Source: an optimization exercise on an open RTL-to-GDS flow (aim: small area, a short achievable clock period and few clock cycles). Production flows keep margins and buffers that such runs may drop.
Function was checked by simulation only, so behaviour that the tests miss may differ from the original.
Power figures rest on the tool's default switching activity, not on a simulated workload.

==> design/flow/design.v <==
module secded_sm_core (
    input  wire        clk,
    input  wire        rst,
    input  wire [5:0]  enc_data,
    output wire [10:0] enc_chan,
    input  wire [10:0] dec_chan,
    output wire [5:0]  dec_data,
    output wire [1:0]  dec_outcome,
    input  wire        exec_valid,
    input  wire [5:0]  exec_word,
    output wire        exec_ready,
    output wire [1:0]  run_state,
    output wire        ovf,
    output wire [2:0]  err_cause,
    output wire [1:0]  top_tag,
    output wire [7:0]  top_data,
    output wire        ann_valid,
    output wire [7:0]  ann_data,
    input  wire        ann_ready
);
    secded_codec u_codec (
        .enc_data    (enc_data),
        .enc_chan    (enc_chan),
        .dec_chan    (dec_chan),
        .dec_data    (dec_data),
        .dec_outcome (dec_outcome)
    );
    stack_machine u_sm (
        .clk        (clk),
        .rst        (rst),
        .exec_valid (exec_valid),
        .exec_word  (exec_word),
        .exec_ready (exec_ready),
        .run_state  (run_state),
        .ovf        (ovf),
        .err_cause  (err_cause),
        .top_tag    (top_tag),
        .top_data   (top_data),
        .ann_valid  (ann_valid),
        .ann_data   (ann_data),
        .ann_ready  (ann_ready)
    );
endmodule
module secded_codec (
    input  wire [5:0]  enc_data,
    output wire [10:0] enc_chan,
    input  wire [10:0] dec_chan,
    output wire [5:0]  dec_data,
    output wire [1:0]  dec_outcome
);
    wire e0 = enc_data[5], e1 = enc_data[4], e2 = enc_data[3];
    wire e3 = enc_data[2], e4 = enc_data[1], e5 = enc_data[0];
    assign enc_chan = {enc_data,
                       e0 ^ e1 ^ e2,
                       e0 ^ e3 ^ e4,
                       e1 ^ e3 ^ e5,
                       e2 ^ e4 ^ e5,
                       ^enc_data};
    wire r0 = dec_chan[10], r1 = dec_chan[9], r2 = dec_chan[8];
    wire r3 = dec_chan[7],  r4 = dec_chan[6], r5 = dec_chan[5];
    wire r6 = dec_chan[4],  r7 = dec_chan[3], r8 = dec_chan[2];
    wire r9 = dec_chan[1],  r10 = dec_chan[0];
    wire s0 = r6 ^ r0 ^ r1 ^ r2;
    wire s1 = r7 ^ r0 ^ r3 ^ r4;
    wire s2 = r8 ^ r1 ^ r3 ^ r5;
    wire s3 = r9 ^ r2 ^ r4 ^ r5;
    wire op = ^dec_chan;
    wire nz  = s0 | s1 | s2 | s3;
    wire w3  = (s0 & s1 & (s2 | s3)) | (s2 & s3 & (s0 | s1));
    assign dec_outcome[0] = op & ~w3;
    assign dec_outcome[1] = op ? w3 : nz;
    wire m0 =  s0 &  s1 & ~s2 & ~s3;
    wire m1 =  s0 & ~s1 &  s2 & ~s3;
    wire m2 =  s0 & ~s1 & ~s2 &  s3;
    wire m3 = ~s0 &  s1 &  s2 & ~s3;
    wire m4 = ~s0 &  s1 & ~s2 &  s3;
    wire m5 = ~s0 & ~s1 &  s2 &  s3;
    assign dec_data[5] = op ? (r0 ^ m0) : r0;
    assign dec_data[4] = op ? (r1 ^ m1) : r1;
    assign dec_data[3] = op ? (r2 ^ m2) : r2;
    assign dec_data[2] = op ? (r3 ^ m3) : r3;
    assign dec_data[1] = op ? (r4 ^ m4) : r4;
    assign dec_data[0] = op ? (r5 ^ m5) : r5;
endmodule
module stack_machine (
    input  wire       clk,
    input  wire       rst,
    input  wire       exec_valid,
    input  wire [5:0] exec_word,
    output wire       exec_ready,
    output wire [1:0] run_state,
    output wire       ovf,
    output wire [2:0] err_cause,
    output wire [1:0] top_tag,
    output wire [7:0] top_data,
    output wire       ann_valid,
    output wire [7:0] ann_data,
    input  wire       ann_ready
);
    localparam [1:0] ST_IDLE    = 2'b00;
    localparam [1:0] ST_RUNNING = 2'b01;
    localparam [1:0] ST_STOPPED = 2'b10;
    localparam [1:0] ST_ERROR   = 2'b11;
    localparam [2:0] E_NONE      = 3'd0;
    localparam [2:0] E_UNDERFLOW = 3'd1;
    localparam [2:0] E_TYPE      = 3'd2;
    localparam [2:0] E_DIVZERO   = 3'd3;
    localparam [2:0] E_CAPACITY  = 3'd5;
    localparam [3:0] OP_STP = 4'h0, OP_DUP = 4'h1, OP_DEL = 4'h2, OP_SWP = 4'h3,
                     OP_ADD = 4'h4, OP_SUB = 4'h5, OP_MUL = 4'h6, OP_DIV = 4'h7,
                     OP_EXP = 4'h8, OP_MOD = 4'h9, OP_SHL = 4'hA, OP_SHR = 4'hB,
                     OP_HEX = 4'hC, OP_IEQ = 4'hD, OP_NOT = 4'hE, OP_XOR = 4'hF;
    localparam [1:0] M_READY = 2'd0;
    localparam [1:0] M_DIV   = 2'd1;
    localparam [1:0] M_EXP   = 2'd2;
    localparam [1:0] M_SPK   = 2'd3;
    reg [1:0] rs;
    reg       ovf_q;
    reg [2:0] cause_q;
    reg [1:0] mode;
    reg [5:0] sp;                 
    reg [8:0] xr, yr;             
    reg [8:0] mem [0:29];         
    reg [7:0] acc;                
    reg       dv_mod;             
    reg [2:0] dv_cnt;             
    reg [6:0] cd;                 
    reg [1:0] cn;                 
    reg       tp;                 
    reg       av;
    reg [7:0] ab;
    wire ready = (mode == M_READY);
    assign exec_ready = ready;
    assign run_state  = rs;
    assign ovf        = ovf_q;
    assign err_cause  = cause_q;
    assign ann_valid  = av;
    assign ann_data   = ab;
    wire [7:0] x = xr[7:0];
    wire [7:0] y = yr[7:0];
    wire x_chr = xr[8];
    wire y_chr = yr[8];
    wire has1 = |sp;
    wire has2 = |sp[5:1];
    wire full = sp[5];
    wire [5:0] sp_inc = sp + 6'd1;
    wire [5:0] sp_dec = sp - 6'd1;
    wire [5:0] w      = exec_word;
    wire [3:0] opc    = w[3:0];
    wire       is_lit = (w[5:4] == 2'b00);
    wire       is_op  = (w[5:4] == 2'b01);
    wire       is_chr = w[5] && (w[4:0] <= 5'd26);
    wire       is_spk = (w == 6'h3F);
    wire       go     = exec_valid && ready && !rs[1];
    assign top_tag  = !has1 ? 2'b00 : !x_chr ? 2'b01 : (x == 8'h20) ? 2'b11 : 2'b10;
    assign top_data = has1 ? x : 8'h00;
    wire [8:0] leaf [0:31];
    genvar g;
    generate
        for (g = 0; g < 32; g = g + 1) begin : LEAF
            if (((g + 29) % 32) < 30) begin : V
                assign leaf[g] = mem[(g + 29) % 32];
            end else begin : Z
                assign leaf[g] = 9'd0;
            end
        end
    endgenerate
    wire [8:0] l1 [0:7];
    wire [8:0] l2 [0:1];
    generate
        for (g = 0; g < 8; g = g + 1) begin : L1
            assign l1[g] = sp[1] ? (sp[0] ? leaf[4*g+3] : leaf[4*g+2])
                                 : (sp[0] ? leaf[4*g+1] : leaf[4*g]);
        end
        for (g = 0; g < 2; g = g + 1) begin : L2
            assign l2[g] = sp[3] ? (sp[2] ? l1[4*g+3] : l1[4*g+2])
                                 : (sp[2] ? l1[4*g+1] : l1[4*g]);
        end
    endgenerate
    wire [8:0] rd = sp[4] ? l2[1] : l2[0];
    wire [15:0] prod;
    mul8x8 u_mul (.a(y), .b(x), .p(prod));
    wire        big_shift = |x[7:3];
    wire [7:0]  shl_t = y << x[2:0];
    wire [7:0]  shr_t = y >> x[2:0];
    wire p01 = y[0] & y[1], p02 = y[0] & y[2], p03 = y[0] & y[3], p04 = y[0] & y[4];
    wire p05 = y[0] & y[5], p06 = y[0] & y[6], p12 = y[1] & y[2], p13 = y[1] & y[3];
    wire p14 = y[1] & y[4], p15 = y[1] & y[5], p23 = y[2] & y[3], p24 = y[2] & y[4];
    wire [7:0] sq_y = {p06, y[3], p04, y[2], p02, y[1], 1'b0, y[0]}
                    + {p15, p05,  p13, p03,  1'b0, p01, 2'b00}
                    + {p24, p14,  1'b0, p12, 4'b0000}
                    + {1'b0, p23, 6'b000000};
    function is_hex;
        input [8:0] c;
        is_hex = c[8] && (c[7:0] >= 8'h41) && (c[7:0] <= 8'h46);
    endfunction
    wire       exp_zero = !y[0] && big_shift;
    wire [5:0] exp_e    = y[0] ? x[5:0] : {3'b000, x[2:0]};
    wire [7:0] exp_r1   = exp_e[0] ? y : 8'd1;
    wire       exp_done = exp_zero || (exp_e[5:1] == 5'd0);
    reg        exp_ovf;
    always @(*) begin
        if (x == 8'd0 || y[7:1] == 7'd0) exp_ovf = 1'b0;
        else if (y >= 8'd16) exp_ovf = (x >= 8'd2);
        else if (y >= 8'd7)  exp_ovf = (x >= 8'd3);
        else if (y >= 8'd4)  exp_ovf = (x >= 8'd4);
        else if (y == 8'd3)  exp_ovf = (x >= 8'd6);
        else                 exp_ovf = (x >= 8'd8);
    end
    wire [7:0] ym = y | {1'b0, y[7:1]} | {2'b0, y[7:2]} | {3'b0, y[7:3]} |
                    {4'b0, y[7:4]} | {5'b0, y[7:5]} | {6'b0, y[7:6]} | {7'b0, y[7]};
    wire [7:0] fits;
    generate
        for (g = 0; g < 8; g = g + 1) begin : FIT
            wire [15:0] xs = {8'd0, x} << g;
            assign fits[g] = (xs[15:8] == 8'd0) && ((xs[7:0] & ~ym) == 8'd0);
        end
    endgenerate
    reg [2:0] dv_k;
    always @(*) begin
        casez (fits[7:1])
            7'b1??????: dv_k = 3'd7;
            7'b01?????: dv_k = 3'd6;
            7'b001????: dv_k = 3'd5;
            7'b0001???: dv_k = 3'd4;
            7'b00001??: dv_k = 3'd3;
            7'b000001?: dv_k = 3'd2;
            7'b0000001: dv_k = 3'd1;
            default:    dv_k = 3'd0;
        endcase
    end
    wire [7:0] dv_d0 = x << dv_k;
    wire [7:0] ym_r  = {ym[0], ym[1], ym[2], ym[3], ym[4], ym[5], ym[6], ym[7]};
    wire [8:0] shl_ov_v = {ym_r, 1'b0};           
    wire       shl_ovf = shl_ov_v[x[2:0]];
    wire       is_dm  = is_op && (opc == OP_DIV || opc == OP_MOD);
    wire       as_sub = !(ready && is_op && opc == OP_ADD);
    wire [7:0] as_b   = !ready ? acc : is_dm ? dv_d0 : x;
    wire [8:0] as_t   = {1'b0, y} + {1'b0, as_b ^ {8{as_sub}}} + {8'd0, as_sub};
    wire       dv_ge  = as_t[8];                   
    wire [7:0] dv_rem = dv_ge ? as_t[7:0] : y;
    wire [7:0] dv_quo = {x[6:0], dv_ge};      
    wire [6:0] d10_in = (cn != 2'd0) ? cd[6:0] : x[6:0];    
    reg  [3:0] d10_t;
    always @(*) begin
        if      (d10_in >= 7'd90) d10_t = 4'd9;
        else if (d10_in >= 7'd80) d10_t = 4'd8;
        else if (d10_in >= 7'd70) d10_t = 4'd7;
        else if (d10_in >= 7'd60) d10_t = 4'd6;
        else if (d10_in >= 7'd50) d10_t = 4'd5;
        else if (d10_in >= 7'd40) d10_t = 4'd4;
        else if (d10_in >= 7'd30) d10_t = 4'd3;
        else if (d10_in >= 7'd20) d10_t = 4'd2;
        else if (d10_in >= 7'd10) d10_t = 4'd1;
        else                      d10_t = 4'd0;
    end
    wire [3:0] d10_o = d10_in[3:0] - {d10_t[2:0], 1'b0} - {d10_t[0], 3'b000};
    wire       x_ge200 = (x >= 8'd200);
    wire       x_ge100 = (x >= 8'd100);
    wire [7:0] x_rest  = x - (x_ge200 ? 8'd200 : 8'd100);
    reg [7:0] fb;
    reg [6:0] fd;
    reg [1:0] fn;
    always @(*) begin
        fd = x_rest[6:0];
        if (x_chr) begin
            fb = x; fn = 2'd0;
        end else if (x_ge100) begin
            fb = {6'b001100, x_ge200, !x_ge200}; fn = 2'd2;
        end else if (d10_t != 4'd0) begin
            fb = {4'h3, d10_t}; fn = 2'd1; fd = {3'b000, d10_o};
        end else begin
            fb = {4'h3, x[3:0]}; fn = 2'd0;
        end
    end
    wire two_int = !x_chr && !y_chr;
    reg       fail;
    reg [2:0] fcause;
    always @(*) begin
        fail   = 1'b0;
        fcause = E_UNDERFLOW;
        if (is_lit || is_chr) begin
            if (full) begin fail = 1'b1; fcause = E_CAPACITY; end
        end else if (is_spk) begin
            if (!has1) fail = 1'b1;
            else if (x_chr) begin fail = 1'b1; fcause = E_TYPE; end
            else if ({1'b0, x} >= {2'b00, sp}) fail = 1'b1;
        end else if (is_op) begin
            case (opc)
                OP_STP: ;
                OP_DUP: begin
                    if (!has1) fail = 1'b1;
                    else if (full) begin fail = 1'b1; fcause = E_CAPACITY; end
                end
                OP_DEL: if (!has1) fail = 1'b1;
                OP_SWP: if (!has2) fail = 1'b1;
                OP_NOT: begin
                    if (!has1) fail = 1'b1;
                    else if (x_chr) begin fail = 1'b1; fcause = E_TYPE; end
                end
                OP_HEX: begin
                    if (!has2) fail = 1'b1;
                    else if (!is_hex(xr) || !is_hex(yr)) begin fail = 1'b1; fcause = E_TYPE; end
                end
                default: begin
                    if (!has2) fail = 1'b1;
                    else if (!two_int) begin fail = 1'b1; fcause = E_TYPE; end
                    else if ((opc == OP_DIV || opc == OP_MOD) && x == 8'd0) begin
                        fail = 1'b1; fcause = E_DIVZERO;
                    end
                end
            endcase
        end
    end
    reg [7:0] bin_res;
    reg       bin_ovf;
    always @(*) begin
        bin_res = 8'h00;
        bin_ovf = 1'b0;
        case (opc)
            OP_ADD: begin bin_res = as_t[7:0]; bin_ovf = as_t[8]; end
            OP_SUB: begin bin_res = as_t[7:0]; bin_ovf = !as_t[8]; end
            OP_MUL: begin bin_res = prod[7:0];  bin_ovf = |prod[15:8]; end
            OP_SHL: begin
                bin_res = big_shift ? 8'h00 : shl_t;
                bin_ovf = big_shift ? ym[0] : shl_ovf;
            end
            OP_SHR: bin_res = big_shift ? 8'h00 : shr_t;
            OP_HEX: bin_res = {y[3:0] + 4'd9, x[3:0] + 4'd9};
            OP_IEQ: bin_res = {7'd0, (x == y)};
            OP_XOR: bin_res = x ^ y;
            OP_EXP: begin bin_res = exp_zero ? 8'h00 : exp_r1; bin_ovf = exp_ovf; end
            OP_DIV: bin_res = {7'd0, dv_ge};
            OP_MOD: bin_res = dv_rem;
            default: ;
        endcase
    end
    wire [8:0] push_cell = is_lit ? {5'b00000, w[3:0]} :
                           is_chr ? ((w[4:0] == 5'd26) ? 9'h120 : {4'b1010, 5'd1 + w[4:0]}) :
                           xr;        
    wire can_load  = !av || ann_ready;
    wire load_cd   = (cn != 2'd0) && can_load;
    wire load_term = (cn == 2'd0) && tp && can_load;
    wire load_cell = (mode == M_SPK) && (cn == 2'd0) && !tp && (acc[4:0] != 5'd0) && can_load;
    reg        do_push, do_pop;
    reg [8:0]  x_nx;
    reg        x_we;
    reg [8:0]  y_nx;
    reg        y_we;
    reg        tp_set;
    always @(*) begin
        do_push = 1'b0;
        do_pop  = 1'b0;       
        x_nx    = push_cell;
        x_we    = 1'b0;
        y_nx    = xr;
        y_we    = 1'b0;
        tp_set  = 1'b0;
        case (mode)
            M_READY: if (go && !fail) begin
                if (is_lit || is_chr) do_push = 1'b1;
                else if (is_spk) begin
                    do_pop = 1'b1;
                    if (x == 8'd0 && (!tp || load_term)) tp_set = 1'b1;
                end else if (is_op) begin
                    case (opc)
                        OP_STP: ;
                        OP_DUP: do_push = 1'b1;
                        OP_DEL: do_pop = 1'b1;
                        OP_SWP: begin
                            x_nx = yr; x_we = 1'b1;
                            y_nx = xr; y_we = 1'b1;
                        end
                        OP_NOT: begin x_nx = {1'b0, ~x}; x_we = 1'b1; end
                        OP_DIV, OP_MOD: begin
                            if (dv_k == 3'd0) begin
                                do_pop = 1'b1; x_nx = {1'b0, bin_res}; x_we = 1'b1;
                            end else begin
                                x_nx = {8'd0, dv_ge};  x_we = 1'b1;
                                y_nx = {1'b0, dv_rem}; y_we = 1'b1;
                            end
                        end
                        OP_EXP: begin
                            if (exp_done) begin
                                do_pop = 1'b1; x_nx = {1'b0, bin_res}; x_we = 1'b1;
                            end else begin
                                x_nx = {1'b0, exp_r1}; x_we = 1'b1;
                                y_nx = {1'b0, sq_y};   y_we = 1'b1;
                            end
                        end
                        default: begin
                            do_pop = 1'b1; x_nx = {1'b0, bin_res}; x_we = 1'b1;
                        end
                    endcase
                end
            end
            M_DIV: begin
                if (dv_cnt != 3'd0) begin
                    x_nx = {1'b0, dv_quo}; x_we = 1'b1;
                    y_nx = {1'b0, dv_rem}; y_we = 1'b1;
                end else begin
                    do_pop = 1'b1; x_we = 1'b1;
                    x_nx = {1'b0, dv_mod ? dv_rem : dv_quo};
                end
            end
            M_EXP: begin
                x_nx = {1'b0, acc[0] ? prod[7:0] : x}; x_we = 1'b1;
                if (acc[7:1] == 7'd0) do_pop = 1'b1;
                else begin y_nx = {1'b0, sq_y}; y_we = 1'b1; end
            end
            M_SPK: begin
                if (load_cell) begin
                    do_pop = 1'b1;
                    if (acc[4:0] == 5'd1) tp_set = 1'b1;
                end else if (acc[4:0] == 5'd0 && !tp)
                    tp_set = 1'b1;
            end
        endcase
    end
    integer i;
    always @(posedge clk) begin
        if (do_push) begin
            for (i = 0; i < 30; i = i + 1)
                if (sp[4:0] == i + 2) mem[i] <= yr;
        end
        if (do_push) begin
            xr <= x_nx;
            yr <= xr;
        end else if (do_pop) begin
            xr <= x_we ? x_nx : yr;
            yr <= rd;
        end else begin
            if (x_we) xr <= x_nx;
            if (y_we) yr <= y_nx;
        end
        if (mode == M_READY) begin
            acc    <= is_spk ? x : (opc == OP_EXP) ? {2'b00, exp_e[5:1]} : {1'b0, dv_d0[7:1]};
            dv_mod <= opc[3];
            dv_cnt <= dv_k - 3'd1;
        end else if (mode == M_EXP) begin
            acc <= {1'b0, acc[7:1]};
        end else if (mode == M_DIV) begin
            acc <= {1'b0, acc[7:1]};
            dv_cnt <= dv_cnt - 3'd1;
        end
        if (load_cell)
            acc <= {3'b000, acc[4:0] - 5'd1};
        if (load_cell)
            cd <= fd;
        else if (load_cd && cn[1])
            cd <= {3'b000, d10_o};
        if (load_cd || load_term || load_cell)
            ab <= load_cd ? {4'h3, cn[1] ? d10_t : cd[3:0]} : load_term ? 8'h00 : fb;
    end
    always @(posedge clk) begin
        if (rst) begin
            rs      <= ST_IDLE;
            ovf_q   <= 1'b0;
            cause_q <= E_NONE;
            mode    <= M_READY;
            sp      <= 6'd0;
            cn      <= 2'd0;
            tp      <= 1'b0;
            av      <= 1'b0;
        end else begin
            if (do_push) sp <= sp_inc;
            else if (do_pop) sp <= sp_dec;
            if (load_cd || load_term || load_cell) av <= 1'b1;
            else if (ann_ready) av <= 1'b0;
            tp <= tp_set || (tp && !load_term);
            if (load_cell) cn <= fn;
            else if (load_cd) cn <= cn - 2'd1;
            case (mode)
                M_READY: if (go) begin
                    if (fail) begin
                        rs <= ST_ERROR;
                        cause_q <= fcause;
                    end else begin
                        rs <= (is_op && opc == OP_STP) ? ST_STOPPED : ST_RUNNING;
                        if (is_op) begin
                            case (opc)
                                OP_ADD, OP_SUB, OP_MUL, OP_SHL, OP_SHR, OP_EXP:
                                    ovf_q <= bin_ovf;
                                OP_DIV, OP_MOD: ovf_q <= 1'b0;
                                default: ;
                            endcase
                            if ((opc == OP_DIV || opc == OP_MOD) && dv_k != 3'd0) mode <= M_DIV;
                            if (opc == OP_EXP && !exp_done) mode <= M_EXP;
                        end
                        if (is_spk && !tp_set) mode <= M_SPK;
                    end
                end
                M_DIV: if (dv_cnt == 3'd0) mode <= M_READY;
                M_EXP: if (acc[7:1] == 7'd0) mode <= M_READY;
                M_SPK: if (tp_set) mode <= M_READY;
            endcase
        end
    end
endmodule
module mul8x8 (
    input  wire [7:0]  a,
    input  wire [7:0]  b,
    output wire [15:0] p
);
    wire m1 = (a[0]&b[6]) ^ (a[1]&b[5]);
    wire m2 = (a[0]&b[6]) & (a[1]&b[5]);
    wire m3 = (a[0]&b[7]) ^ (a[1]&b[6]) ^ (a[2]&b[5]);
    wire m4 = ((a[0]&b[7]) & (a[1]&b[6])) | ((a[2]&b[5]) & ((a[0]&b[7]) ^ (a[1]&b[6])));
    wire m5 = (a[3]&b[4]) ^ (a[4]&b[3]);
    wire m6 = (a[3]&b[4]) & (a[4]&b[3]);
    wire m7 = (a[1]&b[7]) ^ (a[2]&b[6]) ^ (a[3]&b[5]);
    wire m8 = ((a[1]&b[7]) & (a[2]&b[6])) | ((a[3]&b[5]) & ((a[1]&b[7]) ^ (a[2]&b[6])));
    wire m9 = (a[4]&b[4]) ^ (a[5]&b[3]);
    wire m10 = (a[4]&b[4]) & (a[5]&b[3]);
    wire m11 = (a[2]&b[7]) ^ (a[3]&b[6]) ^ (a[4]&b[5]);
    wire m12 = ((a[2]&b[7]) & (a[3]&b[6])) | ((a[4]&b[5]) & ((a[2]&b[7]) ^ (a[3]&b[6])));
    wire m13 = (a[0]&b[4]) ^ (a[1]&b[3]);
    wire m14 = (a[0]&b[4]) & (a[1]&b[3]);
    wire m15 = (a[0]&b[5]) ^ (a[1]&b[4]) ^ (a[2]&b[3]);
    wire m16 = ((a[0]&b[5]) & (a[1]&b[4])) | ((a[2]&b[3]) & ((a[0]&b[5]) ^ (a[1]&b[4])));
    wire m17 = (a[3]&b[2]) ^ (a[4]&b[1]);
    wire m18 = (a[3]&b[2]) & (a[4]&b[1]);
    wire m19 = m1 ^ (a[2]&b[4]) ^ (a[3]&b[3]);
    wire m20 = (m1 & (a[2]&b[4])) | ((a[3]&b[3]) & (m1 ^ (a[2]&b[4])));
    wire m21 = (a[4]&b[2]) ^ (a[5]&b[1]) ^ (a[6]&b[0]);
    wire m22 = ((a[4]&b[2]) & (a[5]&b[1])) | ((a[6]&b[0]) & ((a[4]&b[2]) ^ (a[5]&b[1])));
    wire m23 = m2 ^ m3 ^ m5;
    wire m24 = (m2 & m3) | (m5 & (m2 ^ m3));
    wire m25 = (a[5]&b[2]) ^ (a[6]&b[1]) ^ (a[7]&b[0]);
    wire m26 = ((a[5]&b[2]) & (a[6]&b[1])) | ((a[7]&b[0]) & ((a[5]&b[2]) ^ (a[6]&b[1])));
    wire m27 = m4 ^ m6 ^ m7;
    wire m28 = (m4 & m6) | (m7 & (m4 ^ m6));
    wire m29 = m9 ^ (a[6]&b[2]) ^ (a[7]&b[1]);
    wire m30 = (m9 & (a[6]&b[2])) | ((a[7]&b[1]) & (m9 ^ (a[6]&b[2])));
    wire m31 = m8 ^ m10 ^ m11;
    wire m32 = (m8 & m10) | (m11 & (m8 ^ m10));
    wire m33 = (a[5]&b[4]) ^ (a[6]&b[3]) ^ (a[7]&b[2]);
    wire m34 = ((a[5]&b[4]) & (a[6]&b[3])) | ((a[7]&b[2]) & ((a[5]&b[4]) ^ (a[6]&b[3])));
    wire m35 = m12 ^ (a[3]&b[7]) ^ (a[4]&b[6]);
    wire m36 = (m12 & (a[3]&b[7])) | ((a[4]&b[6]) & (m12 ^ (a[3]&b[7])));
    wire m37 = (a[5]&b[5]) ^ (a[6]&b[4]) ^ (a[7]&b[3]);
    wire m38 = ((a[5]&b[5]) & (a[6]&b[4])) | ((a[7]&b[3]) & ((a[5]&b[5]) ^ (a[6]&b[4])));
    wire m39 = (a[4]&b[7]) ^ (a[5]&b[6]) ^ (a[6]&b[5]);
    wire m40 = ((a[4]&b[7]) & (a[5]&b[6])) | ((a[6]&b[5]) & ((a[4]&b[7]) ^ (a[5]&b[6])));
    wire m41 = (a[0]&b[3]) ^ (a[1]&b[2]);
    wire m42 = (a[0]&b[3]) & (a[1]&b[2]);
    wire m43 = m13 ^ (a[2]&b[2]) ^ (a[3]&b[1]);
    wire m44 = (m13 & (a[2]&b[2])) | ((a[3]&b[1]) & (m13 ^ (a[2]&b[2])));
    wire m45 = m14 ^ m15 ^ m17;
    wire m46 = (m14 & m15) | (m17 & (m14 ^ m15));
    wire m47 = m16 ^ m18 ^ m19;
    wire m48 = (m16 & m18) | (m19 & (m16 ^ m18));
    wire m49 = m20 ^ m22 ^ m23;
    wire m50 = (m20 & m22) | (m23 & (m20 ^ m22));
    wire m51 = m24 ^ m26 ^ m27;
    wire m52 = (m24 & m26) | (m27 & (m24 ^ m26));
    wire m53 = m28 ^ m30 ^ m31;
    wire m54 = (m28 & m30) | (m31 & (m28 ^ m30));
    wire m55 = m32 ^ m34 ^ m35;
    wire m56 = (m32 & m34) | (m35 & (m32 ^ m34));
    wire m57 = m36 ^ m38 ^ m39;
    wire m58 = (m36 & m38) | (m39 & (m36 ^ m38));
    wire m59 = m40 ^ (a[5]&b[7]) ^ (a[6]&b[6]);
    wire m60 = (m40 & (a[5]&b[7])) | ((a[6]&b[6]) & (m40 ^ (a[5]&b[7])));
    wire m61 = (a[0]&b[2]) ^ (a[1]&b[1]);
    wire m62 = (a[0]&b[2]) & (a[1]&b[1]);
    wire m63 = m41 ^ (a[2]&b[1]) ^ (a[3]&b[0]);
    wire m64 = (m41 & (a[2]&b[1])) | ((a[3]&b[0]) & (m41 ^ (a[2]&b[1])));
    wire m65 = m42 ^ m43 ^ (a[4]&b[0]);
    wire m66 = (m42 & m43) | ((a[4]&b[0]) & (m42 ^ m43));
    wire m67 = m44 ^ m45 ^ (a[5]&b[0]);
    wire m68 = (m44 & m45) | ((a[5]&b[0]) & (m44 ^ m45));
    wire m69 = m46 ^ m47 ^ m21;
    wire m70 = (m46 & m47) | (m21 & (m46 ^ m47));
    wire m71 = m48 ^ m49 ^ m25;
    wire m72 = (m48 & m49) | (m25 & (m48 ^ m49));
    wire m73 = m50 ^ m51 ^ m29;
    wire m74 = (m50 & m51) | (m29 & (m50 ^ m51));
    wire m75 = m52 ^ m53 ^ m33;
    wire m76 = (m52 & m53) | (m33 & (m52 ^ m53));
    wire m77 = m54 ^ m55 ^ m37;
    wire m78 = (m54 & m55) | (m37 & (m54 ^ m55));
    wire m79 = m56 ^ m57 ^ (a[7]&b[4]);
    wire m80 = (m56 & m57) | ((a[7]&b[4]) & (m56 ^ m57));
    wire m81 = m58 ^ m59 ^ (a[7]&b[5]);
    wire m82 = (m58 & m59) | ((a[7]&b[5]) & (m58 ^ m59));
    wire m83 = m60 ^ (a[6]&b[7]) ^ (a[7]&b[6]);
    wire m84 = (m60 & (a[6]&b[7])) | ((a[7]&b[6]) & (m60 ^ (a[6]&b[7])));
    wire [15:0] mr1 = {1'b0, m84, m82, m80, m78, m76, m74, m72, m70, m68, m66, m64, m62, m61, (a[0]&b[1]), (a[0]&b[0])};
    wire [15:0] mr2 = {1'b0, (a[7]&b[7]), m83, m81, m79, m77, m75, m73, m71, m69, m67, m65, m63, (a[2]&b[0]), (a[1]&b[0]), 1'b0};
    assign p = mr1 + mr2;
endmodule
==> design/flow/run.sh <==
#!/bin/bash
# synth_recipe.tcl (not shown) runs the flow's synth.tcl, then flattens the netlist and writes it again
# the make line also repeats each setting of config.mk as NAME=value (left out here)
make -C /OpenROAD-flow-scripts/flow DESIGN_CONFIG=/design/flow/config.mk WORK_HOME=/design/flow/orfs CLKGATE_MAP_FILE= SYNTH_SCRIPT=/design/flow/synth_recipe.tcl finish
==> design/flow/config.mk <==
export PLATFORM = sky130hd
export DESIGN_NAME = secded_sm_core
export DESIGN_NICKNAME = secded_sm_core
export VERILOG_FILES = /design/flow/design.v
export SDC_FILE = /design/flow/constraint.sdc
export NUM_CORES = 4
export LEC_CHECK = 0
export CAP_MARGIN = 20
export CORE_MARGIN = 2
export CORE_UTILIZATION = 60
export SETUP_SLACK_MARGIN = 5.0
export SLEW_MARGIN = 20
==> design/flow/constraint.sdc <==
create_clock -name core_clock -period 10.0 [get_ports {clk}]
set_input_delay 2.0000 -clock core_clock [delete_from_list [all_inputs] [get_ports {clk}]]
set_output_delay 2.0000 -clock core_clock [all_outputs]
set_load 0.01 [all_outputs]
==> out/results.ini, run 1 <==
[logic_synthesis]
ys_ff_latch = 333
syn_area_mm2 = 0.0218
synth_xor_xnor_area_share_pct = 2.81
synth_most_common_cell = edfxtp_1
synth_fp_nets = 2150
synth_mux_area_share_pct = 10.2
yosysSeqAreaShare_pct = 44.8
ys_top_cells_by_count = edfxtp_1 (312), nor2_1 (195), nand2_1 (163)
synthAdderAreaFrac_pct = 8.95
ys.flop_type = edfxtp_1
yosysTopAreaCell = edfxtp_1
synthCells = 1992
synth-compound-area-share_pct = 15.9
synth_warnings = 2
async_reset_ff_share_pct = 0
synth.top_cell.area_share_pct = 42.9
synth_top_family_by_area = compound AO/OA/AOI/OAI gates
syn_avg_cell_area_um2 = 11.0
synth_edf_count = 312
synth_cell_type_count = 93
ys_top_cells_by_area = edfxtp_1 (43%), mux4_2 (8.5%), ha_1 (5.1%), fa_1 (3.9%), nor2_1 (3.4%)
synthSimpleGateAreaFrac_pct = 12.9

[timing]
fin_worst_skew_ns = 0.0232
fin_ws_ns = 4.31
relSlewSlack_pct = 24.8
timing.final.crit_period_ns = 5.69
finalCritPeriodShare_pct = 56.9
fmax_mhz = 176
slew_violations = 0
final.setup.tns_ns = 0
grt_setup_unrepaired = true
hold_violations = 0
tightest_slew_ns = 1.12
setup_violations = 0

[setup_path]
crit_type = input port to primary output
r2r-end = u_sm.yr[1]
reg2reg_from = u_sm.yr[5]
cp-start-kind = input port
critPathCaptureType = primary output
required_ns = 8.00
crit_path_max_fanout = 3
rrSetupSlack_ns = 4.47
arrival_ns = 3.69
reg2reg_depth = 22

[worst_hold_path]
min_to = u_sm.ovf_q
hp-start = u_sm.ovf_q
hp-class = flip-flop to flip-flop
whs_path_depth = 2

[job]
max-cap-violations = 0

[floorplan]
die-width_um = 195
die_y_um = 195
core-area_mm2 = 0.0357
ios = 72
start_util_pct = 61.1
dieArea_mm2 = 0.0379
floorplan.rows = 69

[global_routing]
grt_antenna_before_repair = 2
grt_max_degree = 56
grt_pass1_vias = 18788
grt_overflow_total = 0
grt.total_usage_pct = 42.7
grt_pass1_wl_um = 121000

[clock_tree]
cts_tree = done
htree_levels = 1
clock_latency_ns = 0.58
cts.sinks = 333
cts-root-buf = clkbuf_16
clk_pin_slew_ns = 0.08
cts_buffer_depth = 3
numCtsBuffers = 31
ctsHoldBuffers = 0

[place]
dpl-instance-area_mm2 = 0.0232
dpl.hpwl_um = 48800
port_buffers = 71
place.gp.congestion = 1.05
pre_cts_ws_ns = 2.73

[layout]
drive_gt1_share_pct = 28.7
fin_nets = 2334
syn_to_final_growth_pct = 25.2
fin_area_mm2 = 0.0273

[detailed_routing]
dr.pass1.iters = 9
vias = 19668
drt-total-wl_um = 82600
drc = 0
viasPerCell = 7.39
drtAntennaViolNets = 0
drt-initial-drc-count = 3092
wl_per_cell_um = 31.0

[outcome]
status = no timing/DRC/antenna violations

[power]
leakage_nw = 9.82
powerDensity_mw_per_mm2 = 220
p_total_mw = 6.02
peakVddDrop_uv = 229

metal layers:
| layer | wire (µm) | GRT usage [%] |
|---|---|---|
| met1 | 28700 | 55.0 |
| met5 | 11 | 0.128 |
| met4 | 6390 | 23.0 |
| met3 | 10900 | 11.3 |
| met2 | 36600 | 66.7 |
worst max path at each step:
stage | from | endpoint | slack, ns | depth (start not counted)
CTS | dec_chan[5] | dec_data[1] | 4.38 | 10
finish | dec_chan[2] | dec_data[0] | 4.31 | 11
global route | dec_chan[2] | dec_data[0] | 4.23 | 11
global placement | exec_word[1] | u_sm.xr[4] | 2.86 | 18
detailed placement | exec_word[1] | u_sm.xr[4] | 2.73 | 17
floorplan | exec_word[1] | u_sm.xr[4] | 4.48 | 19
where the power goes:
| group | leakage [nW] | total (mW) | internal (mW) | switching, mW |
|---|---|---|---|---|
| clock network | 0.520 | 1.26 | 0.722 | 0.534 |
| logic | 6.30 | 3.02 | 1.27 | 1.75 |
| registers | 3.00 | 1.74 | 1.65 | 0.0865 |
| total | 9.82 | 6.02 | 3.65 | 2.37 |
cell usage in the layout, fill, tap and decap left out, types with 13 or more instances in the layout:
| cell | count |
|---|---|
| a221o_1 | 14 |
| nand2b_1 | 16 |
| o211ai_1 | 18 |
| and2_1 | 31 |
| nand4_1 | 13 |
| nor2b_1 | 13 |
| inv_1 | 96 |
| nor3_1 | 24 |
| dfxtp_1 | 19 |
| mux4_2 | 82 |
| xor2_1 | 13 |
| a22oi_1 | 16 |
| a22o_1 | 14 |
| clkbuf_16 | 32 |
| a21o_1 | 13 |
| edfxtp_1 | 312 |
| nand3_1 | 39 |
| a21oi_1 | 91 |
| o22ai_1 | 14 |
| ha_1 | 73 |
| buf_2 | 14 |
| xnor2_2 | 17 |
| fa_1 | 41 |
| nand2_1 | 150 |
| buf_6 | 35 |
| clkdlybuf4s50_1 | 34 |
| buf_12 | 21 |
| buf_4 | 154 |
| a31oi_1 | 21 |
| nor2_1 | 173 |
| o21ai_0 | 82 |
| mux2i_1 | 19 |
| xnor2_1 | 28 |
| and3_1 | 14 |
| nor2_2 | 13 |
worst max-delay path, stage by stage:
cell and delay (ns):
buf_8 0.11, xor2_4 0.21, xor2_2 0.21, xnor2_2 0.10, xnor2_2 0.25, nand2_2 0.11, buf_6 0.14, buf_6 0.12
o21ai_4 0.18, o31ai_4 0.10, buf_2 0.15
flip-flops by register name (all words and copies together) (netlist names), 3 cells and up:
signal,flops
u_sm.ab,8
u_sm.acc,8
u_sm.cause_q,3
u_sm.cd,7
u_sm.dv_cnt,3
u_sm.mem,270
u_sm.sp,6
u_sm.xr,9
u_sm.yr,9
stage by stage:
stage	instances	hold slack, ns	util [%]
3_5_place_dp	2429	0.486	65.0
4_1_cts	2619	0.505	74.1
3_3_place_gp	2429	0.481	65.0
2_1_floorplan	1992	0.473	-
5_1_grt	2659	0.559	76.5
6_report	2661	0.517	76.5
final cells by class:
class / count / area, µm²
Multi-Input combinational cell: 1413 / 12600
Sequential cell: 333 / 9790
Fill cell: 2248 / 8410
Timing Repair Buffer: 284 / 2790
Clock buffer: 33 / 783
Tap cell: 461 / 577
Inverter: 113 / 480
Clock inverter: 22 / 275
Antenna cell: 2 / 5.00
kinds of logic (layout without fill, tap and decap cells):
| kind of cell | after synthesis | count (layout) |
|---|---|---|
| compound gates | 504 | 504 |
| fa+ha+maj | 131 | 131 |
| flops | 333 | 333 |
| mux | 118 | 118 |
| buf+inv | 246 | 452 |
| other cells | 0 | 2 |
| simple gates | 590 | 590 |
| xor+xnor | 70 | 70 |
repair_timing:
action,4_1_cts,5_1_grt
endpoints found under the setup margin,339,249
gates resized for setup,349,130
buffers inserted,129,39
gates cloned,6,1
pin swaps,83,87
Testbench counts, summed over its fixed seeds: cycles 20,907.
==> run 2: changes to the inputs <==
--- a/design/flow/config.mk
+++ b/design/flow/config.mk
@@ -10,3 +10,3 @@
 export CORE_UTILIZATION = 60
-export SETUP_SLACK_MARGIN = 5.0
+export SETUP_SLACK_MARGIN = 4.5
 export SLEW_MARGIN = 20
==> run 2 against run 1 <==
  * Clock power barely moved
  * Clock-buffer cell count rose by 3
  * Clock skew rose by 0.0024 ns
  * Hold slack improved by 0.016 ns
  * Critical endpoint is now dec_data[2]
  * Still clean
  * Fmax rose by 1.6%
  * Sequential power barely moved
  * Sequential share of layout area rose by 1.7 points
  * Global-route usage rose by 2.1 points
  * Synthesized area did not move
==> out/results.ini, run 2 <==
[setup_path]
required_ns = 8.00
cp.depth = 10
critPathCapture = dec_data[2]
crit_type = input port to primary output
crit_path_max_fanout = 4
arrival_ns = 3.60
critical_path_buf_inv_count = 3
crit_slowest_cell = xnor2_2
rrSetupSlack_ns = 4.47
r2r-end = u_sm.xr[4]
crit_path_frequent_cell = xnor2_2
path_cells = buf_8 > xor2_4 > xor2_2 > xnor2_2 > xnor2_2 > buf_4 > nand2_8 > nor4_4 > xor2_1 > buf_2
reg2reg_from = u_sm.yr[7]
critPathCaptureType = primary output
reg2reg_depth = 20
cp-start-kind = input port
path_delay_family = XOR/XNOR gates
cpPeakStageDelay_ns = 0.24
crit_start = dec_chan[2]

[logic_synthesis]
synthCells = 1992
ys_top_cells_by_area = edfxtp_1 (43%), mux4_2 (8.5%), ha_1 (5.1%), fa_1 (3.9%), nor2_1 (3.4%)
yosysTopAreaCell = edfxtp_1
syn_avg_cell_area_um2 = 11.0
synth_most_common_cell = edfxtp_1
synth.top_cell.area_share_pct = 42.9
synth_edf_count = 312
ys.flop_type = edfxtp_1
syn_area_mm2 = 0.0218
synth_warnings = 2
ys_ff_latch = 333
ys_top_cells_by_count = edfxtp_1 (312), nor2_1 (195), nand2_1 (163)
synth_fp_nets = 2150
async_reset_ff_share_pct = 0
synth_cell_type_count = 93
yosysSeqAreaShare_pct = 44.8

[layout]
diodes = 0
top_regs = u_sm.mem x270, u_sm.xr x9, u_sm.yr x9
layout_common_cells = edfxtp_1 (312), nor2_1 (184), nand2_1 (157)
fin_area_mm2 = 0.0261
fillers = 2374
drive_gt1_share_pct = 22.8
layout_commonest_cell = edfxtp_1
fin_nets = 2266
regMostFlops = u_sm.mem
syn_to_final_growth_pct = 19.5
largest_reg_flops = 270

[power]
powerDensity_mw_per_mm2 = 226
peakVddDrop_uv = 262
leakage_nw = 9.29
p_total_mw = 5.89

[detailed_routing]
wl_per_cell_um = 34.5
drt-initial-drc-count = 3563
drtAntennaViolNets = 0
viasPerCell = 7.65
dr.pass1.iters = 11
drt-total-wl_um = 89200
vias = 19785
drc = 0

[global_routing]
grt.total_usage_pct = 44.8
grt_pass1_vias = 18955
grt_max_degree = 52
grt_antenna_before_repair = 2
grt_overflow_total = 0
grt_pass1_wl_um = 125000

[clock_tree]
clk_pin_slew_ns = 0.07
cts.sinks = 333
cts-root-buf = clkbuf_16
htree_levels = 1
cts_buffer_depth = 3
ctsHoldBuffers = 0
numCtsBuffers = 31
cts_tree = done
clock_latency_ns = 0.58

[floorplan]
core-area_mm2 = 0.0357
floorplan.rows = 69
ios = 72
die-width_um = 195
die_y_um = 195
start_util_pct = 61.1
dieArea_mm2 = 0.0379

[place]
dpl.hpwl_um = 51700
port_buffers = 71
place.gp.congestion = 1.01
dpl-instance-area_mm2 = 0.0230

[timing]
relSlewSlack_pct = 18.1
setup_violations = 0
tightest_slew_ns = 1.22
slew_violations = 0
fmax_mhz = 179
timing.final.crit_period_ns = 5.60
fin_hold_ws_ns = 0.533
final.setup.tns_ns = 0
fin_worst_skew_ns = 0.0256
finalCritPeriodShare_pct = 56.0
hold_violations = 0
grt_setup_unrepaired = true

[outcome]
status = no timing/DRC/antenna violations

[worst_hold_path]
hp-class = flip-flop to flip-flop

[job]
max-cap-violations = 0

run 2: where the power goes:
part / internal, mW / switching (mW)
logic: 1.13 / 1.73
registers: 1.65 / 0.0909
clock network: 0.723 / 0.568
total: 3.51 / 2.38
run 2: per-layer routing:
metal	part of all wire [%]	up-vias	global-route usage (%)
li1	-	7776	-
met1	34	9528	56.1
met2	45	1949	70.8
met3	13	526	11.2
met4	7.9	6	27.5
met5	0.045	-	0
run 2: how the worst min path moves through the flow:
stage | start | to | slack [ns] | depth (start not counted)
2_1_floorplan | u_sm.acc[7] | u_sm.acc[7] | 0.47 | 2
3_3_place_gp | u_sm.acc[7] | u_sm.acc[7] | 0.50 | 2
3_5_place_dp | u_sm.cause_q[2] | u_sm.cause_q[2] | 0.50 | 2
4_1_cts | u_sm.cause_q[2] | u_sm.cause_q[2] | 0.51 | 2
5_1_grt | u_sm.ovf_q | u_sm.ovf_q | 0.54 | 2
6_report | u_sm.acc[6] | u_sm.acc[6] | 0.53 | 2
run 2: timing repair:
item                                    4_1_cts  5_1_grt
hold endpoints to repair                      0        0
pin swaps                                    36       71
resized for setup                           221      133
endpoints found under the setup margin      326      146
gates cloned                                  2        2
buffers inserted                             50       50
run 2: worst min-delay path, stage by stage (launching register included):
cell      delay, ns
dfxtp_1        0.33
inv_1          0.07
a221oi_1       0.08
run 2: area by class of cell:
| class | count | area (µm²) | area share (%) |
|---|---|---|---|
| Clock buffer | 36 | 795 | 3.05 |
| Inverter | 113 | 460 | 1.77 |
| Timing Repair Buffer | 216 | 2020 | 7.75 |
| Multi-Input combinational cell | 1413 | 12200 | 46.7 |
| Sequential cell | 333 | 9790 | 37.6 |
| Tap cell | 461 | 577 | 2.21 |
| Clock inverter | 15 | 245 | 0.940 |
run 2: per-stage QoR:
stage	cells	utilization [%]	setup slack, ns
2_1_floorplan	1992	-	4.48
4_1_cts	2535	70.5	4.40
6_report	2587	73.0	4.40
3_3_place_gp	2432	64.4	2.74
3_5_place_dp	2432	64.4	2.68
5_1_grt	2587	73.0	4.31
run 2: cells by family (layout without fill, tap and decap cells):
group,Yosys count,after routing,share of synthesized area (%)
adders and majority gates,131,131,8.95
buffers and inverters,246,380,4.43
DFF,333,333,44.8
muxes,118,118,10.2
and+or+nand+nor,590,590,12.9
xor gates and xnor gates,70,70,2.81
AOI/OAI and AO/OA,504,504,15.9
==> run 3: changes to the inputs <==
--- a/design/flow/config.mk
+++ b/design/flow/config.mk
@@ -7,6 +7,7 @@
 export LEC_CHECK = 0
-export CAP_MARGIN = 20
+export ABC_AREA = 1
+export CAP_MARGIN = 30
 export CORE_MARGIN = 2
-export CORE_UTILIZATION = 60
+export CORE_UTILIZATION = 55
 export SETUP_SLACK_MARGIN = 4.5
-export SLEW_MARGIN = 20
+export SLEW_MARGIN = 30
==> run 3 against run 2 <==
  * Still clean on timing, DRC and antenna
  * Worst setup slack got worse by 0.062 ns
  * Sequential share of layout area is 1.3 points higher
  * Synthesized cell count up 22%
  * Sequential cell count unchanged
  * Critical endpoint is now dec_data[1]
==> out/results.ini, run 3 <==
[place]
dpl-instance-area_mm2 = 0.0228
dpl.hpwl_um = 52900
port_buffers = 71
place.gp.congestion = 1.06

[logic_synthesis]
async_reset_ff_share_pct = 0
syn_avg_cell_area_um2 = 8.83
synth-compound-area-share_pct = 16.6
synthSimpleGateAreaFrac_pct = 18.0
ys_top_cells_by_count = nand2_1 (483), edfxtp_1 (312), inv_1 (289)
synth_top_family_by_area = simple AND/OR/NAND/NOR gates
synth_xor_xnor_area_share_pct = 3.02
synth_cell_type_count = 62
yosysSeqAreaShare_pct = 45.7
synthAdderAreaFrac_pct = 9.12
synth_edf_count = 312
synth_warnings = 2
synth_most_common_cell = nand2_1
ys_top_cells_by_area = edfxtp_1 (44%), nand2_1 (8.5%), ha_1 (5.2%), inv_1 (5.1%), fa_1 (3.9%)
synthCells = 2429
synth_mux_area_share_pct = 0
synth.top_cell.area_share_pct = 43.7
syn_area_mm2 = 0.0214
ys.flop_type = edfxtp_1
ys_ff_latch = 333
yosysTopAreaCell = edfxtp_1
synth_fp_nets = 2587

[detailed_routing]
met3WireLength_um = 8430
drtAntennaViolNets = 0
maxUsedRoutingLayer = met4
vias = 19679
drt-met1-wl_um = 29000
viasPerCell = 6.37
wl_per_cell_um = 25.4
drc = 0
dr.pass1.iters = 6
wl_met2_um = 35600
drt-total-wl_um = 78600
drt-initial-drc-count = 2502

[setup_path]
crit_path_max_fanout = 3
required_ns = 8.00
r2r-end = u_sm.xr[2]
critPathCaptureType = primary output
rrSetupSlack_ns = 4.57
arrival_ns = 3.66
reg2reg_depth = 30
crit_type = input port to primary output
crit_start = dec_chan[8]
cp-start-kind = input port
reg2reg_from = u_sm.xr[2]

[timing]
fin_worst_skew_ns = 0.0211
grt_setup_unrepaired = true
tightest_slew_ns = 1.02
fmax_mhz = 177
relSlewSlack_pct = 30.4
slew_violations = 0
final.setup.tns_ns = 0
timing.final.crit_period_ns = 5.66
hold_violations = 0
fin_hold_ws_ns = 0.503
finalCritPeriodShare_pct = 56.6
setup_violations = 0

[layout]
largest_reg_flops = 270
postLayoutCoreUtil_pct = 65.4
top_regs = u_sm.mem x270, u_sm.xr x9, u_sm.yr x9
layout_commonest_cell = nand2_1
fin_nets = 2707
layout_common_cells = nand2_1 (471), edfxtp_1 (312), inv_1 (275)
syn_to_final_growth_pct = 17.5
fin_area_mm2 = 0.0252
regMostFlops = u_sm.mem
drive_gt1_share_pct = 13.6

[clock_tree]
cts.sinks = 333
cts_tree = done
numCtsBuffers = 35
cts-root-buf = clkbuf_16
clk_pin_slew_ns = 0.06
htree_levels = 2
clock_latency_ns = 0.56
ctsHoldBuffers = 0
cts_buffer_depth = 3

[floorplan]
ios = 72
start_util_pct = 55.6
die_y_um = 201
core-area_mm2 = 0.0386
dieArea_mm2 = 0.0406
die-width_um = 201
floorplan.rows = 72

[global_routing]
grt_overflow_total = 0
grt_max_degree = 67
grt.total_usage_pct = 37.5
grt_pass1_vias = 18691
grt_antenna_before_repair = 1
grt_pass1_wl_um = 115000

[worst_hold_path]
hp-start = u_sm.rs[1]
whs_path_depth = 2
hp-class = flip-flop to flip-flop
min_to = u_sm.rs[1]

[outcome]
status = no timing/DRC/antenna violations

[job]
max-cap-violations = 0

[power]
peakVddDrop_uv = 201
powerDensity_mw_per_mm2 = 243
leakage_nw = 10.1

-- run 3: how the worst max path moves through the flow --
stage | depth (start not counted) | end
2_1_floorplan | 26 | u_sm.yr[1]
3_3_place_gp | 25 | u_sm.xr[0]
3_5_place_dp | 25 | u_sm.xr[0]
4_1_cts | 10 | dec_data[5]
5_1_grt | 9 | dec_outcome[1]
6_report | 11 | dec_data[1]
-- run 3: worst max-delay path, stage by stage --
cell     delay (ns)
buf_12         0.12
xnor2_4        0.23
xor2_4         0.22
xor2_2         0.23
buf_4          0.17
inv_4          0.04
nor2_4         0.12
nand3_2        0.10
nor2_2         0.12
xor2_1         0.17
buf_2          0.15
-- run 3: cell families after synthesis --
logic type,Yosys count
compound gates,572
xor+xnor,74
fa+ha+maj,131
buf+inv,418
flops,333
simple gates,901
-- run 3: timing repair --
action,4_1_cts,5_1_grt
setup endpoints to repair,255,245
cloned,0,3
pin swaps,31,40
setup buffers,31,37
resized for setup,148,145
-- run 3: cell type report --
cell class                 count  area [µm²]
clock inverter                13         148
fill                        3194       13400
multi-input combinational   1679       10800
clock buffer                  47         951
inverter                     306        1170
sequential                   333        9790
antenna                        1        2.50
timing repair buffer         194        1730
tap                          518         648
-- run 3: stage by stage --
step | std cells | worst slack [ns] | total power [mW]
2_1_floorplan | 2429 | 4.50 | 3.60
3_3_place_gp | 2958 | 2.96 | 4.44
3_5_place_dp | 2959 | 2.81 | 4.50
4_1_cts | 3050 | 4.49 | 5.85
5_1_grt | 3090 | 4.24 | 6.44
6_report | 3091 | 4.34 | 6.11
-- run 3: power by group --
part / switching [mW] / internal [mW] / leakage [nW] / total (mW)
clock: 0.553 / 0.725 / 0.538 / 1.28
sequential: 0.0751 / 1.68 / 3.01 / 1.75
combinational: 2.02 / 1.06 / 6.54 / 3.08
total: 2.65 / 3.47 / 10.1 / 6.11
-- run 3: per-layer routing --
layer	vias to the layer above	track usage, %
met2	1330	59.7
met5	-	0
li1	8733	-
met4	0	21.2
met1	9300	48.6
met3	316	6.82
==> run 4: changes to the inputs <==
--- a/design/flow/design.v
+++ b/design/flow/design.v
@@ -156,26 +156,16 @@
     assign top_data = has1 ? x : 8'h00;
-    wire [8:0] leaf [0:31];
+    wire [31:0] sp_is;
     genvar g;
     generate
-        for (g = 0; g < 32; g = g + 1) begin : LEAF
-            if (((g + 29) % 32) < 30) begin : V
-                assign leaf[g] = mem[(g + 29) % 32];
-            end else begin : Z
-                assign leaf[g] = 9'd0;
-            end
+        for (g = 0; g < 32; g = g + 1) begin : SPD
+            assign sp_is[g] = (sp[4:0] == g);
         end
     endgenerate
-    wire [8:0] l1 [0:7];
-    wire [8:0] l2 [0:1];
-    generate
-        for (g = 0; g < 8; g = g + 1) begin : L1
-            assign l1[g] = sp[1] ? (sp[0] ? leaf[4*g+3] : leaf[4*g+2])
-                                 : (sp[0] ? leaf[4*g+1] : leaf[4*g]);
-        end
-        for (g = 0; g < 2; g = g + 1) begin : L2
-            assign l2[g] = sp[3] ? (sp[2] ? l1[4*g+3] : l1[4*g+2])
-                                 : (sp[2] ? l1[4*g+1] : l1[4*g]);
-        end
-    endgenerate
-    wire [8:0] rd = sp[4] ? l2[1] : l2[0];
+    reg [8:0] rd;
+    integer r;
+    always @(*) begin
+        rd = 9'd0;
+        for (r = 0; r < 30; r = r + 1)
+            rd = rd | ({9{sp_is[(r + 3) % 32]}} & mem[r]);
+    end
     wire [15:0] prod;
@@ -423,3 +413,3 @@
             for (i = 0; i < 30; i = i + 1)
-                if (sp[4:0] == i + 2) mem[i] <= yr;
+                if (sp_is[i + 2]) mem[i] <= yr;
         end
--- a/design/flow/config.mk
+++ b/design/flow/config.mk
@@ -7,7 +7,6 @@
 export LEC_CHECK = 0
-export ABC_AREA = 1
-export CAP_MARGIN = 30
+export CAP_MARGIN = 20
 export CORE_MARGIN = 2
-export CORE_UTILIZATION = 55
+export CORE_UTILIZATION = 70
 export SETUP_SLACK_MARGIN = 4.5
-export SLEW_MARGIN = 30
+export SLEW_MARGIN = 20
==> run 4 against run 3 <==
  * The run now fails in 5_1_grt
  * Synthesized area shrank 2.1%
  * Synthesized cell count shrank 16%
==> out/results.ini, run 4 <==
[outcome]
status = did not finish
haltStage = 5_1_grt
error = [ERROR GRT-0116] Global routing finished with congestion. Check the congestion regions in the DRC Viewer.

[floorplan]
floorplan.rows = 63
ios = 72
die-width_um = 177
start_util_pct = 71.0
die_y_um = 177

[global_routing]
grt_overflow_total = 1
grt_pass1_vias = 23695
grt_max_degree = 51
grt.total_usage_pct = 74.4
grt_pass1_wl_um = 165000

[logic_synthesis]
async_reset_ff_share_pct = 0
ys_ff_latch = 333
synth_cell_type_count = 86
yosysTopAreaCell = edfxtp_1
synth_edf_count = 312
ys_top_cells_by_area = edfxtp_1 (45%), ha_1 (5.2%), fa_1 (4.0%), a22oi_1 (3.3%), nor2_1 (3.2%)
ys_top_cells_by_count = edfxtp_1 (312), nor2_1 (179), nand2_1 (150)
synth_most_common_cell = edfxtp_1
synthCells = 2047
yosysSeqAreaShare_pct = 46.6
ys.flop_type = edfxtp_1
syn_avg_cell_area_um2 = 10.3
synth_warnings = 2
syn_area_mm2 = 0.0210
synth_fp_nets = 2204
synth.top_cell.area_share_pct = 44.6

[place]
dpl.hpwl_um = 57600
port_buffers = 71
dp.cells = 2450
dpl-instance-area_mm2 = 0.0223
place.gp.congestion = 1.11

[clock_tree]
ctsHoldBuffers = 0
htree_levels = 2
numCtsBuffers = 34
cts_buffer_depth = 3
cts-root-buf = clkbuf_16
cts.sinks = 333

[run 4: cells by family after synthesis]
kind of cell | count (synthesis) | share of synthesized area (%)
simple gates | 625 | 14.3
compound gates | 607 | 20.3
flops | 333 | 46.6
buf+inv | 239 | 4.49
fa+ha+maj | 131 | 9.30
xor+xnor | 71 | 2.96
mux | 41 | 2.00
[run 4: worst max path at each step]
stage / from / end / slack (ns) / cells past startpoint
floorplan: exec_word[2] / u_sm.xr[1] / 4.33 / 19
CTS: dec_chan[5] / dec_data[5] / 4.31 / 10
detailed placement: exec_word[3] / u_sm.sp[5] / 2.38 / 19
global placement: exec_word[3] / u_sm.sp[5] / 2.57 / 19
[run 4: repair_timing]
action,4_1_cts
gates cloned,8
pin swaps,38
setup buffers,75
endpoints found under the setup margin,328
resized for setup,298
[run 4: power groups by stage]
stage          clock (mW)  combinational [mW]  sequential [mW]
2_1_floorplan           0                3.69             2.01
3_3_place_gp            0                5.35             2.00
3_5_place_dp            0                5.57             2.01
4_1_cts              1.24                6.23             1.96
[run 4: metrics by stage]
stage	setup slack (ns)	hold WS, ns
CTS	4.31	0.481
detailed placement	2.38	0.463
global placement	2.57	0.469
floorplan	4.33	0.471
[run 4: routing by layer]
| layer | GRT usage [%] | GRT overflow |
|---|---|---|
| met3 | 60.4 | 0 |
| met2 | 89.1 | 1 |
| met5 | 34.0 | 0 |
| met1 | 78.0 | 0 |
| met4 | 65.9 | 0 |
Testbench counts of run 4, summed over its fixed seeds: cycles 20,907.
==> run 5: changes to the inputs <==
--- a/design/flow/config.mk
+++ b/design/flow/config.mk
@@ -7,5 +7,6 @@
 export LEC_CHECK = 0
+export ABC_AREA = 1
 export CAP_MARGIN = 20
 export CORE_MARGIN = 2
-export CORE_UTILIZATION = 70
+export CORE_UTILIZATION = 60
 export SETUP_SLACK_MARGIN = 4.5
==> run 5 against run 4 <==
  * Now fails the layout checks on capacitance limit, slew limit
  * Synthesized cell count is 18% higher
  * Synthesized area is 1.5% higher
==> out/results.ini, run 5 <==
[power]
leakage_nw = 10.2
seqPwrFrac_pct = 25.6
powerDensity_mw_per_mm2 = 280
p_comb_share_pct = 54.9
peakVddDrop_uv = 254
power_switching_mw = 3.26
power.internal_mw = 3.76
pwr-share-clk_pct = 19.4
switching_share_pct = 46.4

[timing]
setup_violations = 0
grt_setup_unrepaired = true
tightest_slew_ns = 1.74
slew_violations = 2
final.setup.tns_ns = 0
finalCritPeriodShare_pct = 58.5
relSlewSlack_pct = -18.7
fin_ws_ns = 4.15
fin_worst_skew_ns = 0.0307
timing.final.crit_period_ns = 5.85
hold_violations = 0
fmax_mhz = 171

[place]
pre_cts_ws_ns = 2.62
place.gp.congestion = 1.07
dpl.hpwl_um = 59100
port_buffers = 71

[logic_synthesis]
async_reset_ff_share_pct = 0
ys.flop_type = edfxtp_1
synth.top_cell.area_share_pct = 44.0
ys_ff_latch = 333
synthCells = 2410
synth_edf_count = 312
yosysTopAreaCell = edfxtp_1
yosysSeqAreaShare_pct = 45.9
ys_top_cells_by_count = nand2_1 (565), edfxtp_1 (312), inv_1 (294)
syn_area_mm2 = 0.0213
synth_warnings = 2
synth_fp_nets = 2567
syn_avg_cell_area_um2 = 8.84
synth_most_common_cell = nand2_1
synth_cell_type_count = 69
ys_top_cells_by_area = edfxtp_1 (44%), nand2_1 (10%), inv_1 (5.2%), ha_1 (5.2%), fa_1 (3.9%)

[setup_path]
reg2reg_from = u_sm.xr[5]
rrSetupSlack_ns = 4.65
cpPeakStageDelay_ns = 0.28
arrival_ns = 3.85
crit_start = dec_chan[9]
critPathCaptureType = primary output
path_cells = buf_8 > xnor2_2 > xor2_1 > buf_4 > xor2_4 > inv_2 > nor2_2 > nand3_1 > nor2_1 > xor2_1 > buf_2
critical_path_buf_inv_count = 4
path_delay_family = XOR/XNOR gates
crit_type = input port to primary output
crit_path_max_fanout = 3
required_ns = 8.00
crit_path_frequent_cell = xor2_1
r2r-end = u_sm.ovf_q
cp-start-kind = input port
crit_slowest_cell = xor2_1
reg2reg_depth = 25

[worst_hold_path]
hp-start = u_sm.cause_q[2]
hp-class = flip-flop to flip-flop
whs_path_depth = 2
min_to = u_sm.cause_q[2]

[floorplan]
dieArea_mm2 = 0.0370
die-width_um = 192
floorplan.rows = 69
ios = 72
die_y_um = 192
core-area_mm2 = 0.0353
start_util_pct = 60.4

[layout]
multi_input_area_mm2 = 0.0105
layout_commonest_cell = nand2_1
regMostFlops = u_sm.mem
fin_nets = 2725
syn_to_final_growth_pct = 17.6
top_regs = u_sm.mem x270, u_sm.xr x9, u_sm.yr x9
fillers = 2514
drive_gt1_share_pct = 14.1
largest_reg_flops = 270
regArea_mm2 = 0.00979
layout_common_cells = nand2_1 (555), edfxtp_1 (312), inv_1 (284)

[global_routing]
grt.total_usage_pct = 46.7
grt_overflow_total = 0
grt_pass1_vias = 19210
grt_max_degree = 52
grt_pass1_wl_um = 125000
grt_antenna_before_repair = 2

[clock_tree]
htree_levels = 2
cts_tree = done
clock_latency_ns = 0.57
cts_buffer_depth = 3
numCtsBuffers = 36
cts.sinks = 333
cts-root-buf = clkbuf_16
clk_pin_slew_ns = 0.06

[detailed_routing]
drt-initial-drc-count = 3343
drtAntennaViolNets = 0
drt-total-wl_um = 88800
wl_per_cell_um = 29.1
viasPerCell = 6.80
drc = 0
dr.pass1.iters = 7
vias = 20780

[job]
max-cap-violations = 1

[outcome]
status = complete, but fails checks
violations = capacitance limit, slew limit

-- run 5: worst reg2reg max path: cells and delay by family, from the launching register on --
kind | cells | cell delay [ns]
adders and majority gates | 5 | 2.15
and+or+nand+nor | 10 | 1.15
AOI/OAI and AO/OA | 5 | 0.87
DFF | 1 | 0.55
buffers and inverters | 4 | 0.37
xor gates and xnor gates | 1 | 0.17
-- run 5: layer usage --
metal / GRT usage, % / vias to the layer above / share of wire [%]
met5: 0.549 / - / 0
met4: 32.6 / 0 / 9.3
met3: 12.7 / 542 / 13
met2: 72.8 / 1965 / 44
met1: 56.2 / 9630 / 33
li1: - / 8643 / -
-- run 5: metrics by stage --
stage / total power, mW / utilization, % / std cells / hold WS (ns) / cell area, µm²
finish: 7.02 / 71.0 / 3057 / 0.466 / 25100
global route: 7.33 / 71.0 / 3056 / 0.489 / 25100
CTS: 6.62 / 68.6 / 3014 / 0.465 / 24200
detailed placement: 5.15 / 64.1 / 2918 / 0.456 / 22600
global placement: 5.03 / 64.1 / 2918 / 0.453 / 22600
floorplan: 4.03 / - / 2410 / 0.445 / 21300
-- run 5: cell type report --
| cell class | instances | area share (%) |
|---|---|---|
| Timing Repair inverter | 1 | 0.0200 |
| Timing Repair Buffer | 191 | 6.96 |
| Antenna cell | 1 | 0.00998 |
| Sequential cell | 333 | 39.1 |
| Multi-Input combinational cell | 1680 | 41.9 |
| Inverter | 325 | 5.08 |
| Clock inverter | 20 | 0.799 |
| Clock buffer | 45 | 3.85 |
| Tap cell | 461 | 2.30 |
-- run 5: cell families (layout without fill, tap and decap cells) --
kind of cell,Yosys count,after routing,synth area share [%]
adder cells (fa/ha/maj),130,130,9.11
AO/OA/AOI/OAI,479,479,14.5
buffers and inverters,398,582,7.48
flip-flops,333,333,45.9
AND/OR/NAND/NOR,995,996,19.9
other,0,1,0
XOR/XNOR,75,75,3.08
-- run 5: worst max-delay path by stage --
stage	to	slack, ns	depth (start not counted)
2_1_floorplan	u_sm.xr[2]	4.52	26
5_1_grt	dec_data[1]	4.14	11
3_5_place_dp	u_sm.xr[6]	2.62	25
4_1_cts	dec_data[3]	4.50	9
6_report	dec_data[1]	4.15	11
3_3_place_gp	u_sm.yr[6]	2.74	27
-- run 5: repair_timing --
| action | in CTS | in global routing |
|---|---|---|
| setup buffers | 30 | 37 |
| resized for setup | 162 | 130 |
| endpoints found under the setup margin | 202 | 166 |
| hold buffers | 0 | 0 |
| pin swaps | 26 | 49 |
| cloned | 1 | 4 |
-- run 5: power groups by stage --
| stage | Sequential [mW] | Clock (mW) | Combinational (mW) |
|---|---|---|---|
| 3_5_place_dp | 1.83 | 0 | 3.33 |
| 4_1_cts | 1.79 | 1.35 | 3.47 |
| 2_1_floorplan | 1.84 | 0 | 2.19 |
| 6_report | 1.80 | 1.36 | 3.86 |
| 5_1_grt | 1.80 | 1.40 | 4.13 |
| 3_3_place_gp | 1.82 | 0 | 3.21 |
==> run 6: changes to the inputs <==
--- a/design/flow/config.mk
+++ b/design/flow/config.mk
@@ -7,3 +7,2 @@
 export LEC_CHECK = 0
-export ABC_AREA = 1
 export CAP_MARGIN = 20
==> run 6 against run 5 <==
  * The layout fails its checks (slew limit)
  * Global-route usage rose by 1.6 points
  * Power rose by 46%
  * Largest power group unchanged
  * Clock-buffer cell count did not move
  * Clock skew fell by 0.011 ns
  * Largest cell class unchanged
  * Fmax fell by 0.31%
  * Synthesized cell count fell by 15%
  * Combinational power rose by 81%
  * Die area fell by 1.5%
  * Design area rose by 3.5%
  * Routed wire length rose by 4.1%
  * Cell count fell by 11%
==> out/results.ini, run 6 <==
[logic_synthesis]
ys_top_cells_by_count = edfxtp_1 (312), nor2_1 (179), nand2_1 (150)
synth_xor_xnor_area_share_pct = 2.96
synth.top_cell.area_share_pct = 44.6
synthCells = 2047
syn_area_mm2 = 0.0210
synth_warnings = 2
synth_mux_area_share_pct = 2.00
synth_top_family_by_area = compound AO/OA/AOI/OAI gates
synth_fp_nets = 2204
synthAdderAreaFrac_pct = 9.30
synth_cell_type_count = 86
async_reset_ff_share_pct = 0
synth_edf_count = 312

[power]
switching_share_pct = 49.8
power.internal_mw = 5.14
power_switching_mw = 5.09
pwr-share-clk_pct = 12.4

[detailed_routing]
maxUsedRoutingLayer = met5
dr.pass1.iters = 12
met3WireLength_um = 13600
wl_per_cell_um = 33.9
vias = 20656
drtAntennaViolNets = 0
viasPerCell = 7.57

[clock_tree]
numCtsBuffers = 35
htree_levels = 2
clk_pin_slew_ns = 0.06
cts-root-buf = clkbuf_16
clock_latency_ns = 0.55
cts.sinks = 333

[timing]
slew_violations = 1
hold_violations = 0
tightest_slew_ns = 1.68
fmax_mhz = 170
finalCritPeriodShare_pct = 58.7
grt_setup_unrepaired = true
final.setup.tns_ns = 0
timing.final.crit_period_ns = 5.87

[setup_path]
cpPeakStageDelay_ns = 0.68
path_delay_family = compound AO/OA/AOI/OAI gates
cp.depth = 25
critPathCaptureType = flip-flop
critPathCapture = u_sm.ovf_q
crit_type = flip-flop to flip-flop
crit_path_frequent_cell = buf_4
crit_slowest_cell = a21oi_2
arrival_ns = 6.29
reg2reg_depth = 25
critical_path_buf_inv_count = 5
crit_start = u_sm.yr[6]
cp-start-kind = flip-flop
crit_path_max_fanout = 8
reg2reg_from = u_sm.yr[6]
required_ns = 10.42

[global_routing]
grt_max_degree = 60
grt_overflow_total = 0

[place]
dpl.hpwl_um = 56300
port_buffers = 71
place.gp.congestion = 1.02

[job]
max-cap-violations = 0

[floorplan]
start_util_pct = 60.9
floorplan.rows = 68
core-area_mm2 = 0.0345
ios = 72
dieArea_mm2 = 0.0365
die-width_um = 191

[outcome]
violations = slew limit
status = complete, but fails checks

[layout]
layout_commonest_cell = edfxtp_1
drive_gt1_share_pct = 20.3
layout_common_cells = edfxtp_1 (312), buf_4 (177), nor2_1 (168)

-- run 6: worst min-delay path, cell delays in order (launching register included) --
cell	delay, ns
dfxtp_1	0.31
nand2_1	0.05
a21oi_1	0.05
-- run 6: area by class of cell --
type,instances,area [µm²],share of cell area [%]
clock buffer,45,923,3.56
clock inverter,16,133,0.511
antenna,6,15.0,0.0579
sequential,333,9790,37.7
timing repair buffer,287,2700,10.4
tap,455,569,2.19
multi-input combinational,1476,11400,43.8
inverter,111,438,1.69
timing repair inverter,1,7.51,0.0289
-- run 6: how the worst min path moves through the flow --
stage	startpoint	end	slack, ns	depth (start not counted)
floorplan	u_sm.acc[6]	u_sm.acc[6]	0.47	2
global placement	u_sm.cause_q[2]	u_sm.cause_q[2]	0.45	2
detailed placement	u_sm.cause_q[2]	u_sm.cause_q[2]	0.45	2
CTS	u_sm.cause_q[2]	u_sm.cause_q[2]	0.47	2
global route	u_sm.cause_q[1]	u_sm.cause_q[1]	0.50	2
finish	u_sm.cause_q[1]	u_sm.cause_q[1]	0.47	2
-- run 6: what timing repair did --
action,CTS,global route
gates cloned,4,6
pin swaps,38,64
buffers inserted,74,59
setup endpoints to repair,326,192
resized for setup,242,134
-- run 6: metal layers --
metal | GRT usage, % | vias to the layer above
li1 | - | 8199
met5 | 0 | -
met2 | 73.3 | 2152
met3 | 13.9 | 681
met4 | 36.5 | 4
met1 | 58.3 | 9620
-- run 6: cell families after synthesis --
group	after synthesis
AND/OR/NAND/NOR	625
XOR/XNOR	71
multiplexers	41
adder cells (fa/ha/maj)	131
AO/OA/AOI/OAI	607
buffers and inverters	239
flip-flops	333
-- run 6: power by group through the flow --
| stage | combinational [mW] | sequential [mW] | clock [mW] |
|---|---|---|---|
| 2_1_floorplan | 3.69 | 2.01 | 0 |
| 3_3_place_gp | 5.37 | 2.03 | 0 |
| 3_5_place_dp | 5.52 | 2.03 | 0 |
| 4_1_cts | 6.06 | 1.96 | 1.23 |
| 5_1_grt | 7.35 | 1.98 | 1.31 |
| 6_report | 6.99 | 1.97 | 1.27 |
-- run 6: stage by stage --
stage	total power, mW	cells	utilization, %	instance area, µm²	setup slack [ns]
2_1_floorplan	5.70	2047	-	21100	4.33
3_3_place_gp	7.40	2520	65.1	22400	2.05
3_5_place_dp	7.55	2520	65.1	22400	2.08
4_1_cts	9.26	2659	71.9	24800	4.38
5_1_grt	10.6	2724	75.2	25900	4.08
6_report	10.2	2730	75.3	25900	4.13
